Context: an optimization exercise on an open-source flow, tuned for small area, a short achievable clock period and few clock cycles per item. The choices shown serve that exercise and are no tape-out recipe. The RTL was checked by simulation tests, not by an equivalence proof against the original design. No activity file was given, so power comes from the tool's default toggle rates.

==> design/flow/config.mk <==
export PLATFORM = sky130hd
export DESIGN_NAME = okvs_encoder
export DESIGN_NICKNAME = okvs_encoder
export VERILOG_FILES = /design/flow/design.v
export SDC_FILE = /design/flow/constraint.sdc
export NUM_CORES = 4
export LEC_CHECK = 0
export CAP_MARGIN = 20
export CORE_MARGIN = 2
export CORE_UTILIZATION = 60
export PLACE_DENSITY = 0.75
export SETUP_SLACK_MARGIN = 4.7
export SLEW_MARGIN = 20
==> design/flow/constraint.sdc <==
create_clock -name core_clock -period 8.0 [get_ports {clk}]
set_input_delay 1.6000 -clock core_clock [delete_from_list [all_inputs] [get_ports {clk}]]
set_output_delay 1.6000 -clock core_clock [all_outputs]
set_load 0.01 [all_outputs]
==> design/flow/design.v <==
module okvs_encoder #(
    parameter N_MAX = 16,    
    parameter W     = 32,    
    parameter M     = 64,    
    parameter VW    = 32     
) (
    input  wire          clk,
    input  wire          rst,
    input  wire          row_valid,
    output wire          row_ready,
    input  wire [1:0]    row_bpos,
    input  wire [W-1:0]  row_bits,
    input  wire [VW-1:0] row_val,
    input  wire          row_last,
    output wire          out_valid,
    input  wire          out_ready,
    output wire [VW-1:0] out_data,
    output wire          out_last,
    output wire          out_fail,
    output wire [3:0]    out_fail_sorted,
    output wire [3:0]    out_fail_load
);
    localparam NC = 56;    
    function lt2;
        input [1:0] a, b;
        lt2 = (~a[1] & b[1]) | (~(a[1] ^ b[1]) & ~a[0] & b[0]);
    endfunction
    function [15:0] first_sorted;
        input [15:0] m;
        input [31:0] p;
        integer r, s;
        reg blk;
        begin
            for (r = 0; r < 16; r = r + 1) begin
                blk = 1'b0;
                for (s = 0; s < 16; s = s + 1)
                    if (s < r)
                        blk = blk | (m[s] & ~lt2(p[2*r +: 2], p[2*s +: 2]));
                    else if (s > r)
                        blk = blk | (m[s] & lt2(p[2*s +: 2], p[2*r +: 2]));
                first_sorted[r] = m[r] & ~blk;
            end
        end
    endfunction
    localparam [1:0] S_LOAD = 2'd0, S_SWEEP = 2'd1, S_WAIT = 2'd2;
    reg [1:0]    st;
    reg          rr_q;      
    reg          xpend;     
    reg [3:0]    cnt;
    reg [5:0]    c;
    reg [W-1:0]  band [0:15];
    reg [VW-1:0] val  [0:15];
    reg [1:0]    pos  [0:15];
    reg [5:0]    pcol [0:15];
    reg [15:0]   pvt;       
    reg [15:0]   vm;        
    reg [15:0]   act;       
    reg [15:0]   elig;      
    assign row_ready = rr_q;
    wire ld    = row_valid & rr_q;      
    wire sweep = (st == S_SWEEP);
    wire xf    = xpend;
    wire start = ld & row_last;
    wire [31:0] posf;
    wire [15:0] head, cand;
    genvar gr;
    generate
        for (gr = 0; gr < 16; gr = gr + 1) begin : rw
            assign posf[2*gr +: 2] = pos[gr];
            assign head[gr] = band[gr][W-1];
            assign cand[gr] = elig[gr] & head[gr];
        end
    endgenerate
    wire [15:0] unp  = vm & ~pvt;
    wire [15:0] sel  = first_sorted(cand | (unp & {16{xf}}), posf);
    wire [15:0] fone = sel;               
    wire        failw = |unp;
    wire        failn = |(unp & ~sel);    
    wire        anyc = |cand;
    wire [15:0] hit  = act & head & ~sel & {16{anyc}};
    wire [15:0] psel = sel & {16{sweep}};
    reg [W-1:0]  xb;
    reg [VW-1:0] xv;
    integer t;
    always @(*) begin
        xb = row_bits & {W{ld}};
        xv = row_val & {VW{ld}};
        for (t = 0; t < 16; t = t + 1) begin
            xb = xb | ({band[t][W-2:0], 1'b0} & {W{psel[t]}});
            xv = xv | (val[t] & {VW{psel[t]}});
        end
    end
    wire [5:0] cn = sweep ? c + 6'd1 : 6'd0;
    generate
        for (gr = 0; gr < 16; gr = gr + 1) begin : upd
            wire ldr = ld && cnt == gr;
            wire e   = (ldr | hit[gr]) & ~rst;
            wire ben = rst | ldr | (sweep & (act[gr] | ~vm[gr]));
            always @(posedge clk) begin
                if (ben)
                    band[gr] <= ({band[gr][W-2:0], 1'b0} & {W{~rst}}) ^ (xb & {W{e}});
                val[gr] <= (val[gr] & {VW{~(rst | xf)}}) ^ (xv & {VW{e}});
                if (ldr)
                    pos[gr] <= row_bpos;
                if (sweep && sel[gr])
                    pcol[gr] <= c;
            end
            wire       vmn  = ldr ? 1'b1 : (ld && cnt == 4'd0) ? 1'b0 : vm[gr];
            wire [1:0] posn = ldr ? row_bpos : pos[gr];
            wire       pvn  = start ? 1'b0 : (pvt[gr] | (sweep & sel[gr]));
            wire       actn = vmn & ({1'b0, posn} <= cn[5:3]);
            always @(posedge clk) begin
                vm[gr]   <= vmn & ~rst;
                act[gr]  <= actn;
                elig[gr] <= actn & ~pvn & (start | (sweep && c != NC - 1));
                pvt[gr]  <= pvn;
            end
        end
    endgenerate
    localparam [2:0] O_EMPTY = 3'd0, O_PREP = 3'd1, O_SEND = 3'd2,
                     O_F1 = 3'd3, O_F2 = 3'd4, O_F3 = 3'd5;
    reg [2:0] ost;
    wire      ob_free = (ost == O_EMPTY);
    always @(posedge clk) begin
        xpend <= 1'b0;
        if (rst) begin
            st   <= S_LOAD;
            cnt  <= 4'd0;
            rr_q <= 1'b1;
        end else begin
            case (st)
                S_LOAD: begin
                    if (xpend)
                        rr_q <= 1'b1;
                    if (ld) begin
                        cnt <= cnt + 4'd1;
                        if (row_last) begin
                            rr_q <= 1'b0;
                            c    <= 6'd0;
                            st   <= S_SWEEP;
                        end
                    end
                end
                S_SWEEP: begin
                    c <= c + 6'd1;
                    if (c == NC - 1) begin
                        if (ob_free) begin
                            xpend <= 1'b1;
                            cnt   <= 4'd0;
                            rr_q  <= ~failn;
                            st    <= S_LOAD;
                        end else
                            st <= S_WAIT;
                    end
                end
                S_WAIT: begin
                    if (ob_free) begin
                        xpend <= 1'b1;
                        cnt   <= 4'd0;
                        rr_q  <= ~failw;
                        st    <= S_LOAD;
                    end
                end
                default: st <= S_LOAD;
            endcase
        end
    end
    reg [VW-1:0] obx [0:15];
    reg [5:0]    obc [0:15];
    reg [15:0]   obv;
    reg          ob_fail;
    reg [15:0]   obf;       
    reg [5:0]    oc;        
    reg          ov_q;
    reg [VW-1:0] od_q;
    reg          ol_q;
    reg          of_q;
    reg [3:0]    ofs_q;
    reg [3:0]    ofl_q;
    reg [VW-1:0] pnext;
    always @(*) begin
        pnext = {VW{1'b0}};
        for (t = 0; t < 16; t = t + 1)
            if (obv[t] && obc[t] == oc)
                pnext = pnext | obx[t];
    end
    reg [1:0]  fpos;        
    reg [1:0]  fposx;
    reg [3:0]  fload;
    reg [15:0] fbefore;
    reg        seen;
    always @(*) begin
        fposx = 2'd0;
        fload = 4'd0;
        for (t = 0; t < 16; t = t + 1) begin
            if (fone[t])
                fposx = pos[t];
            if (obf[t])
                fload = t;
        end
        seen = 1'b0;
        for (t = 0; t < 16; t = t + 1) begin
            if (obf[t]) seen = 1'b1;
            fbefore[t] = vm[t] & (lt2(pos[t], fpos) | (~(pos[t] != fpos) & ~seen));
        end
    end
    wire [2:0] grp [0:3];
    generate
        for (gr = 0; gr < 4; gr = gr + 1) begin : pg
            assign grp[gr] = obf[4*gr] + obf[4*gr+1] + obf[4*gr+2] + obf[4*gr+3];
        end
    endgenerate
    wire [4:0] fcount = obf[2:0] + obf[5:3] + obf[8:6] + obf[11:9];
    generate
        for (gr = 0; gr < 16; gr = gr + 1) begin : ob
            always @(posedge clk)
                if (xf) begin
                    obx[gr] <= val[gr];
                    obc[gr] <= pcol[gr];
                end
        end
    endgenerate
    always @(posedge clk) begin
        if (xf) begin
            obv     <= pvt & vm & {16{~failw}};
            ob_fail <= failw;
            obf     <= fone;
            fpos    <= fposx;
        end
        if (rst) begin
            ost  <= O_EMPTY;
            ov_q <= 1'b0;
        end else begin
            case (ost)
                O_EMPTY: begin
                    if (xf) begin
                        oc    <= 6'd0;
                        ofs_q <= 4'd0;
                        ofl_q <= 4'd0;
                        ost   <= failw ? O_F1 : O_PREP;
                    end
                end
                O_F1: begin
                    obf   <= fbefore;
                    ofl_q <= fload;
                    ost   <= O_F2;
                end
                O_F2: begin
                    obf   <= {4'd0, grp[3], grp[2], grp[1], grp[0]};
                    ost   <= O_F3;
                end
                O_F3: begin
                    ofs_q <= fcount[3:0];
                    ost   <= O_PREP;
                end
                O_PREP: begin
                    od_q  <= pnext;
                    ol_q  <= 1'b0;
                    of_q  <= ob_fail;
                    oc    <= oc + 6'd1;
                    ov_q  <= 1'b1;
                    ost   <= O_SEND;
                end
                O_SEND: begin
                    if (out_ready) begin
                        if (ol_q) begin
                            ov_q <= 1'b0;
                            ost  <= O_EMPTY;
                        end else begin
                            od_q <= pnext;
                            ol_q <= (oc == M - 1);
                            oc   <= oc + 6'd1;
                        end
                    end
                end
                default: ost <= O_EMPTY;
            endcase
        end
    end
    assign out_valid       = ov_q;
    assign out_data        = od_q;
    assign out_last        = ol_q;
    assign out_fail        = of_q;
    assign out_fail_sorted = ofs_q;
    assign out_fail_load   = ofl_q;
endmodule
==> design/flow/run.sh <==
#!/bin/bash
# synth_recipe.tcl (not shown) runs the flow's synth.tcl, then flattens the netlist and writes it again
# the make line also repeats each setting of config.mk as NAME=value (left out here)
make -C /OpenROAD-flow-scripts/flow DESIGN_CONFIG=/design/flow/config.mk WORK_HOME=/design/flow/orfs CLKGATE_MAP_FILE= SYNTH_SCRIPT=/design/flow/synth_recipe.tcl finish
==> impl_metrics.ini, run 1 <==
[timing]
grt-worst-endpoint = band[7][30]$_DFFE_PP_/D
worst-ep-kind = register data pin

[clock_network]
root_buffer = clkbuf_16
numCtsBuffers = 191
cts_htree_levels = 4
cts_sinks = 1925
postCtsHoldBufs = 0
clockBufferDepth = 3

[yosys]
synthArstFlopShare = 0
synth_top_area_share = 0.4098
ys_seq_area_frac = 0.5446
synth_top_flop_cell = edfxtp_1
synthMuxAreaShare = 0.04632
synth.distinct_cells = 91
synth-simple-area-share = 0.1238
syn_inst = 8543
synth_seq_cells = 1925
synth_largest_area_cell = edfxtp_1
synth_edf_count = 1289
synth_area_leaders = edfxtp_1 41%, dfxtp_1 13%, mux2i_1 4.4%
synth_compound_area_frac = 0.1609
yosysWarnings = 7
synth_adder_area_share = 0.02784
syn_area_mm2 = 0.09445
avgSynthCellArea_um2 = 11.06
synth_fp_nets = 8815
synthXorXnorAreaFrac = 0.05731
synth_top_family_by_area = compound AO/OA/AOI/OAI gates

[place]
portBuffers = 114
post-place-ws_ns = 1.993
gp_congestion = 1.004
place_hpwl_um = 209400

[global_routing]
grt_start_max_net_pins = 227
track_usage = 0.7806
gr-total-overflow = 67
antenna_found_initial = 96

[floorplanning]
floorplan.initialDensity = 0.6047
die_y_um = 400.8
io_pins = 115
num_rows = 145
die_x_um = 400.8

[status]
tool.error = [ERROR GRT-0232] Routing congestion too high. Check the congestion heatmap in the GUI.
haltStage = 5_1_grt
status = aborted with a tool error
[synthesized netlist by cell type, drive strengths merged, types with 124 or more instances]
cell type	instances
inv	124
nand2	1046
xor2	275
buf	292
o22ai	231
a21oi	656
o21ai	388
clkbuf	405
a22o	147
mux2i	418
a221oi	229
edfxtp	1289
xnor2	343
nor2	187
dfxtp	636
nand2b	421
a22oi	146
ha	191
[stage by stage]
stage / power [mW] / instances / hold WS [ns] / instance area (um2)
floorplan: 12.68 / 8543 / 0.4003 / 94690
CTS: 22.89 / 11320 / 0.3844 / 120800
detailed placement: 13.47 / 10235 / 0.4045 / 97380
global placement: 13.41 / 10232 / 0.4005 / 97340
[worst max path at each step]
stage,from,endpoint,slack (ns),cells after the start
floorplan,xpend,band[7][13],0.54,15
global placement,row_valid,band[5][11],2.07,8
detailed placement,pos[4][1],band[5][11],1.99,12
CTS,pos[8][1],val[4][25],4.15,16
[power by group through the flow]
| stage | registers, mW | clock network, mW | logic, mW |
|---|---|---|---|
| after floorplan | 11.4 | 0 | 1.25 |
| after CTS | 11.4 | 9.01 | 2.46 |
| after detailed placement | 11.6 | 0 | 1.86 |
| after global placement | 11.6 | 0 | 1.81 |
[kinds of logic after synthesis]
family,Yosys count
buffers and inverters,821
AOI/OAI and AO/OA,2285
DFF,1925
and+or+nand+nor,2254
adders and majority gates,205
muxes,435
xor gates and xnor gates,618
[timing repair]
item,4_1_cts
endpoints found under the setup margin,2079
buffers inserted,582
pin swaps,670
resized for setup,2332
gates cloned,145
[per-layer routing]
layer  track usage  GRT overflow
met5        0.5623             1
met2        0.8773            23
met1        0.7736             4
met4        0.7273            29
met3        0.7254            10
Testbench counts, summed over its fixed seeds: cycles 3,984, encodes 48.
==> run 2, diff against run 1 <==
--- a/design/flow/design.v
+++ b/design/flow/design.v
@@ -27,6 +27,6 @@
     endfunction
     function [15:0] first_sorted;
-        input [15:0] m;
-        input [31:0] p;
+        input [15:0]  m;
+        input [255:0] bf;
         integer r, s;
         reg blk;
@@ -35,8 +35,6 @@
                 blk = 1'b0;
                 for (s = 0; s < 16; s = s + 1)
-                    if (s < r)
-                        blk = blk | (m[s] & ~lt2(p[2*r +: 2], p[2*s +: 2]));
-                    else if (s > r)
-                        blk = blk | (m[s] & lt2(p[2*s +: 2], p[2*r +: 2]));
+                    if (s != r)
+                        blk = blk | (m[s] & bf[s*16 + r]);
                 first_sorted[r] = m[r] & ~blk;
             end
@@ -73,5 +71,24 @@
     endgenerate
     wire [15:0] unp  = vm & ~pvt;
-    wire [15:0] sel  = first_sorted(cand | (unp & {16{xf}}), posf);
+    reg  [255:0] ordm;
+    wire [31:0]  posnf;
+    integer ps, pr;
+    reg  [255:0] bfm;
+    always @(*) begin
+        for (ps = 0; ps < 16; ps = ps + 1)
+            for (pr = 0; pr < 16; pr = pr + 1)
+                if (ps < pr)
+                    bfm[ps*16 + pr] = ordm[ps*16 + pr];
+                else if (ps > pr)
+                    bfm[ps*16 + pr] = ~ordm[pr*16 + ps];
+                else
+                    bfm[ps*16 + pr] = 1'b0;
+    end
+    always @(posedge clk)
+        for (ps = 0; ps < 16; ps = ps + 1)
+            for (pr = 0; pr < 16; pr = pr + 1)
+                if (ps < pr)
+                    ordm[ps*16 + pr] <= ~lt2(posnf[2*pr +: 2], posnf[2*ps +: 2]);
+    wire [15:0] sel  = first_sorted(cand | (unp & {16{xf}}), bfm);
     wire [15:0] fone = sel;               
     wire        failw = |unp;
@@ -108,4 +125,5 @@
             wire       vmn  = ldr ? 1'b1 : (ld && cnt == 4'd0) ? 1'b0 : vm[gr];
             wire [1:0] posn = ldr ? row_bpos : pos[gr];
+            assign posnf[2*gr +: 2] = posn;
             wire       pvn  = start ? 1'b0 : (pvt[gr] | (sweep & sel[gr]));
             wire       actn = vmn & ({1'b0, posn} <= cn[5:3]);
--- a/design/flow/config.mk
+++ b/design/flow/config.mk
@@ -8,6 +8,6 @@
 export CAP_MARGIN = 20
 export CORE_MARGIN = 2
-export CORE_UTILIZATION = 60
-export PLACE_DENSITY = 0.75
+export CORE_UTILIZATION = 40
+export PLACE_DENSITY = 0.6
 export SETUP_SLACK_MARGIN = 4.7
 export SLEW_MARGIN = 20
==> run 2 against run 1 <==
  * Now clean on timing, DRC and antenna
  * Synthesized area is 2.5% higher
  * Synthesized cell count increased by 1.8%
==> impl_metrics.ini, run 2 <==
[yosys]
syn_inst = 8697
synth.distinct_cells = 102
yosysMostFrequentCell = nand2_1
synth_common_cells = 1488 x nand2_1, 1289 x edfxtp_1, 756 x dfxtp_1
synth_area_leaders = edfxtp_1 40%, dfxtp_1 16%, mux2i_1 5.8%
avgSynthCellArea_um2 = 11.13
synth_edf_count = 1289
yosysWarnings = 7
syn_area_mm2 = 0.09680
synth_seq_cells = 2045
synth_top_area_share = 0.3999
synth_top_flop_cell = edfxtp_1
synth_largest_area_cell = edfxtp_1
synth_fp_nets = 8969
synthArstFlopShare = 0
ys_seq_area_frac = 0.5562

[floorplanning]
io_pins = 115
num_rows = 180
floorplan.initialDensity = 0.4025
die_y_um = 495.9
die_x_um = 495.9
dieArea_mm2 = 0.2460
core_area_mm2 = 0.2405

[clock_network]
clk_latency_ns = 0.95
cts_sinks = 2045
numCtsBuffers = 214
cts_tree = done
path_clk_slew_ns = 0.06
root_buffer = clkbuf_16
clockBufferDepth = 3
cts_htree_levels = 4

[detailed_routing]
viasPerCell = 6.789
first_pass_iters = 12
avgRoutedWirePerCell_um = 39.49
drc = 0
via_count = 90363
drt_iter0_markers = 16560
final_antenna_net_count = 0
totalWireLength_um = 525700

[global_routing]
antenna_found_initial = 54
gr-total-overflow = 0
grt_pass1_vias = 83285
grt_pass1_wl_um = 690500
track_usage = 0.4052
grt_start_max_net_pins = 177

[pwr]
p_leak_nw = 49.64
p_seq_frac = 0.486
p_per_area_mw_per_mm2 = 191.9
ir_drop_v = 0.0002323
pwr-share-clk = 0.400
p_total_mw = 26.50
switchingPower_mw = 7.721
p_comb_frac = 0.114
swShare = 0.2913
p_int_mw = 18.78

[layout]
seq_area_mm2 = 0.05388
most-common-layout-cells = 1289 x edfxtp_1, 1122 x nand2_1, 735 x dfxtp_1
num-fill-cells = 18551
drive_gt1_frac = 0.3583
syn2layout_area_growth_pct = 42.63
reg_top3 = band x512, obx x512, val x512
layout_commonest_cell = edfxtp_1
multi_input_area_mm2 = 0.05126
utilization = 0.5740
final_net_count = 10164

[setup_path]
worst_ep_required_time_ns = 8.60
critPathCaptureType = register
path_max_fanout = 6
worstSetupStartpointType = register
critPathArrivalTime_ns = 4.75
critPathKind = register to register

[place]
post-place-ws_ns = 1.893
place_hpwl_um = 277800
portBuffers = 114
gp_congestion = 0.9966

[flow_run]
drv_cap = 0

[timing]
fin_tns_setup_ns = 0
setup_viol = 0
slew_headroom = 0.2895
whs_ns = 0.4117
finalMaxSlewViolations = 0
hold_viol_final = 0
finalCritPeriodShare = 0.5181
timing.final.crit_period_ns = 4.145
skew_ns = 0.09399
finalWorstSetupSlack_ns = 3.855
rsz0062_at_grt = true
clock.fmax_mhz = 241.2
worstMarginPinSlew_ns = 1.066

[worst_hold_path]
hold_class = register to register

[status]
status = timing/DRC/antenna clean
-- run 2: final cells by class --
class / instances / area share
Inverter: 145 / 0.004404
Timing Repair Buffer: 1604 / 0.1511
Antenna cell: 42 / 0.0007612
Clock buffer: 310 / 0.04481
Timing Repair inverter: 1 / 0.00006344
Sequential cell: 2045 / 0.3902
Tap cell: 3185 / 0.02886
Multi-Input combinational cell: 5881 / 0.3713
Clock inverter: 97 / 0.008519
-- run 2: per-stage QoR --
stage / cells / instance area [um2]
detailed placement: 11647 / 103100
CTS: 13004 / 131600
global placement: 11645 / 103000
finish: 13310 / 138100
floorplan: 8697 / 98210
global route: 13275 / 138000
-- run 2: path summary, 6_finish.rpt --
path,from,end,slack (ns),cells past startpoint
setup / recovery,xpend,band[11][17],3.85,18
hold / removal,pcol[13][0],obc[13][0],0.41,0
setup reg to reg,xpend,band[11][17],3.85,18
hold reg to reg,pcol[13][0],obc[13][0],0.41,0
-- run 2: repair_timing --
action                                  in CTS  in global routing
pin swaps                                  746                553
endpoints found under the hold margin        0                  0
endpoints found under the setup margin    2265               1332
buffers inserted                           830                242
gates resized for setup                   2480                824
hold buffers                                 0                  0
cloned                                     120                 20
-- run 2: cells by family after synthesis --
kind of cell | after synthesis | share of synthesized area
adders and majority gates | 205 | 0.02717
DFF | 2045 | 0.5562
xor gates and xnor gates | 586 | 0.05302
and+or+nand+nor | 2974 | 0.1440
buffers and inverters | 802 | 0.03773
muxes | 564 | 0.05836
AOI/OAI and AO/OA | 1521 | 0.1235
-- run 2: power groups by stage --
stage          registers, mW  clock network [mW]  logic (mW)
2_1_floorplan           12.3                   0        1.20
3_5_place_dp            12.9                   0        1.95
3_3_place_gp            12.9                   0        1.92
6_report                12.9                10.6        3.03
5_1_grt                 12.8                10.9        3.08
4_1_cts                 12.7                10.5        2.65
-- run 2: worst max-delay path, stage by stage, from the launching register on --
cell	delay, ns
dfxtp_4	0.38
buf_12	0.16
buf_12	0.13
buf_8	0.12
buf_16	0.12
nor4bb_4	0.16
a2111oi_4	0.52
nor4bb_4	0.43
buf_6	0.19
buf_6	0.16
and3_4	0.28
buf_12	0.16
a22o_1	0.14
o41ai_2	0.10
nand4_1	0.17
buf_4	0.15
buf_8	0.13
nand2_4	0.06
mux2i_4	0.22
-- run 2: layer usage --
layer,up-vias,part of all wire,track usage
li1,34812,-,-
met1,44061,0.34,0.4972
met2,8668,0.40,0.5620
met3,2780,0.16,0.1691
met4,42,0.10,0.3051
met5,-,0.0023,0.02259
Testbench counts of run 2, summed over its fixed seeds: cycles 3,984, encodes 48.
==> run 3, diff against run 2 <==
--- a/design/flow/config.mk
+++ b/design/flow/config.mk
@@ -8,6 +8,6 @@
 export CAP_MARGIN = 20
 export CORE_MARGIN = 2
-export CORE_UTILIZATION = 40
-export PLACE_DENSITY = 0.6
+export CORE_UTILIZATION = 48
+export PLACE_DENSITY = 0.65
 export SETUP_SLACK_MARGIN = 4.7
 export SLEW_MARGIN = 20
==> run 3 against run 2 <==
  * Sequential power is essentially flat
  * Die area shrank 17%
  * Maximum frequency shrank 2.7%
  * Register-to-register slack lost 0.12 ns
  * Design area shrank 7.0%
  * Worst hold slack gained 0.0021 ns
  * Via count shrank 2.4%
  * First-iteration DRC count grew 0.65%
  * Total power shrank 2.7%
  * Core utilization grew 6.8 points
  * Final cell count shrank 7.0%
  * Critical path type unchanged
  * Count of clock-buffer cells in the layout shrank 48
==> impl_metrics.ini, run 3 <==
[place]
dpl_cell_area_mm2 = 0.1023
place_hpwl_um = 266900
portBuffers = 114
gp_congestion = 1.025

[clock_network]
root_buffer = clkbuf_16
path_clk_slew_ns = 0.06
clockBufferDepth = 3
cts_htree_levels = 4
numCtsBuffers = 209
cts_tree = done
clk_latency_ns = 0.95
cts_sinks = 2045

[detailed_routing]
viasPerCell = 7.126
totalWireLength_um = 492500
drc = 0
drt_iter0_markers = 16667
first_pass_iters = 13
final_antenna_net_count = 0
avgRoutedWirePerCell_um = 39.81
via_count = 88172

[layout]
most-common-layout-cells = 1289 x edfxtp_1, 1217 x nand2_1, 740 x dfxtp_1
drive_gt1_frac = 0.2979
final_net_count = 9756
layout_commonest_cell = edfxtp_1
utilization = 0.6421
reg_top3 = band x512, obx x512, val x512
stdcell_area_mm2 = 0.1285
syn2layout_area_growth_pct = 32.72

[setup_path]
path_cells = buf_4, nand2_4, a2111o_1, nor4_4, buf_6, and3_4, buf_12, a22oi_2, a31oi_2, a2111oi_4, buf_4, buf_12, nor2_4, mux2i_4
critPathArrivalTime_ns = 4.90
critPathCaptureType = register
worst_ep_required_time_ns = 8.64
timing.rr.start = elig[9]
slowest_delay_ns = 0.66
startpoint = elig[9]
cpMaxStageDelayCell = mux2i_4
worstSetupStartpointType = register
path_max_fanout = 10
critPathKind = register to register

[yosys]
yosysWarnings = 7
synth_area_leaders = edfxtp_1 40%, dfxtp_1 16%, mux2i_1 5.8%
synth_top_flop_cell = edfxtp_1
synth.distinct_cells = 102
synth_seq_cells = 2045
synthArstFlopShare = 0
syn_area_mm2 = 0.09680
syn_inst = 8697
synth_edf_count = 1289
synth_common_cells = 1488 x nand2_1, 1289 x edfxtp_1, 756 x dfxtp_1
synth_largest_area_cell = edfxtp_1
yosysMostFrequentCell = nand2_1
synth_top_area_share = 0.3999
ys_seq_area_frac = 0.5562
avgSynthCellArea_um2 = 11.13
synth_fp_nets = 8969

[pwr]
p_leak_nw = 45.05
p_int_mw = 18.41
ir_drop_v = 0.0002586
swShare = 0.2860
switchingPower_mw = 7.373
p_per_area_mw_per_mm2 = 200.7
pwr-share-clk = 0.397
p_total_mw = 25.78
p_comb_frac = 0.107
p_seq_frac = 0.496

[flow_run]
drv_cap = 0

[global_routing]
gr-total-overflow = 0
track_usage = 0.4641
grt_pass1_vias = 81501
grt_use_met3 = 0.2245
grt-busiest-layer = met2
antenna_found_initial = 50
grt_pass1_wl_um = 659700
grtUsageMet2 = 0.6222
grt_util_met1 = 0.5586
grt_start_max_net_pins = 210

[floorplanning]
dieArea_mm2 = 0.2053
floorplan.initialDensity = 0.4838
core_area_mm2 = 0.2001
die_x_um = 453.1
die_y_um = 453.1
num_rows = 164
io_pins = 115

[timing]
worstMarginPinSlew_ns = 1.256
fin_tns_setup_ns = 0
finalMaxSlewViolations = 0
clock.fmax_mhz = 234.7
slew_headroom = 0.1628
rsz0062_at_grt = true
hold_viol_final = 0
setup_viol = 0
whs_ns = 0.4139
timing.final.crit_period_ns = 4.260
skew_ns = 0.05543
finalCritPeriodShare = 0.5325

[worst_hold_path]
hp-start = pcol[9][4]
hold_class = register to register

[status]
status = timing/DRC/antenna clean
-- run 3: cell families after synthesis --
| logic type | count (synthesis) | synth area share |
|---|---|---|
| and+or+nand+nor | 2974 | 0.1440 |
| DFF | 2045 | 0.5562 |
| AOI/OAI and AO/OA | 1521 | 0.1235 |
| buffers and inverters | 802 | 0.03773 |
| xor gates and xnor gates | 586 | 0.05302 |
| muxes | 564 | 0.05836 |
| adders and majority gates | 205 | 0.02717 |
-- run 3: final cells by class --
cell class	count	area [um2]
timing repair buffer	1206	15050
antenna	50	125.1
fill	14508	71600
multi-input combinational	5877	48470
clock inverter	132	1431
clock buffer	262	5604
inverter	145	596.8
tap	2656	3323
sequential	2045	53870
-- run 3: path summary, 6_finish.rpt --
path | to | slack, ns | cells past startpoint
min | obc[9][4] | 0.41 | 0
max | band[13][30] | 3.74 | 14
min reg2reg | obc[9][4] | 0.41 | 0
max reg2reg | band[13][30] | 3.74 | 14
-- run 3: worst max-delay path, delay by kind of cell (launching register included) --
family,cells,cell delay (ns)
AND/OR/NAND/NOR,4,1.05
multiplexers,1,0.66
buffers and inverters,5,0.95
flip-flops,1,0.35
AO/OA/AOI/OAI,4,0.91
-- run 3: power by group through the flow --
stage               registers (mW)  logic, mW  clock network [mW]
finish                        12.8       2.75                10.2
global route                  12.7       2.81                10.6
CTS                           12.6       2.42                10.2
detailed placement            12.8       1.92                   0
global placement              12.8       1.88                   0
floorplan                     12.3       1.20                   0
-- run 3: through the flow --
stage / instances / worst slack [ns]
after global routing: 12333 / 3.847
after floorplan: 8697 / 0.2295
after CTS: 12156 / 4.230
after global placement: 11111 / 1.796
after detailed placement: 11113 / 1.876
final: 12373 / 3.740
-- run 3: repair_timing --
item | CTS | global route
gates cloned | 82 | 22
hold buffers | 0 | 0
buffers inserted | 567 | 145
resized for setup | 1766 | 698
pin swaps | 453 | 250
setup endpoints to repair | 2280 | 1769
hold endpoints to repair | 0 | 0
-- run 3: per-layer routing --
metal,wire (um),vias up
met1,165400,42658
met5,1075,-
met4,50960,44
li1,-,33977
met3,82180,2771
met2,193000,8722

==> afterwards: timing with drivers on the ports <==
How much do the figures lean on ideal ports? The routed layouts below were timed once more, with nothing changed but the port constraints.
Step 1 (the two cells are an assumption about what drives the block):
set clk [get_ports {clk}]
set_driving_cell -lib_cell sky130_fd_sc_hd__clkbuf_16 $clk
set_driving_cell -lib_cell sky130_fd_sc_hd__buf_2 [delete_from_list [all_inputs] $clk]
Step 2 moves the port delays by t, midway between the first and last clock arrival at a register: inputs arrive t later, outputs are due t later. That takes back most of the time a late clock gives input paths.
Three values: ideal, step 1, step 2; two values: the first two.
run | t, ns | setup slack, ns | worst setup path after step 2
run 2 | 1.007 | 3.855 / 3.855 / 3.214 | input to register
run 3 | 1.022 | 3.740 / 3.740 / 3.042 | input to register
After both steps every run listed still meets setup and hold. The setup slack of run 3, which loses most, moves by 0.000 ns with the drivers and by -0.698 ns with both steps.
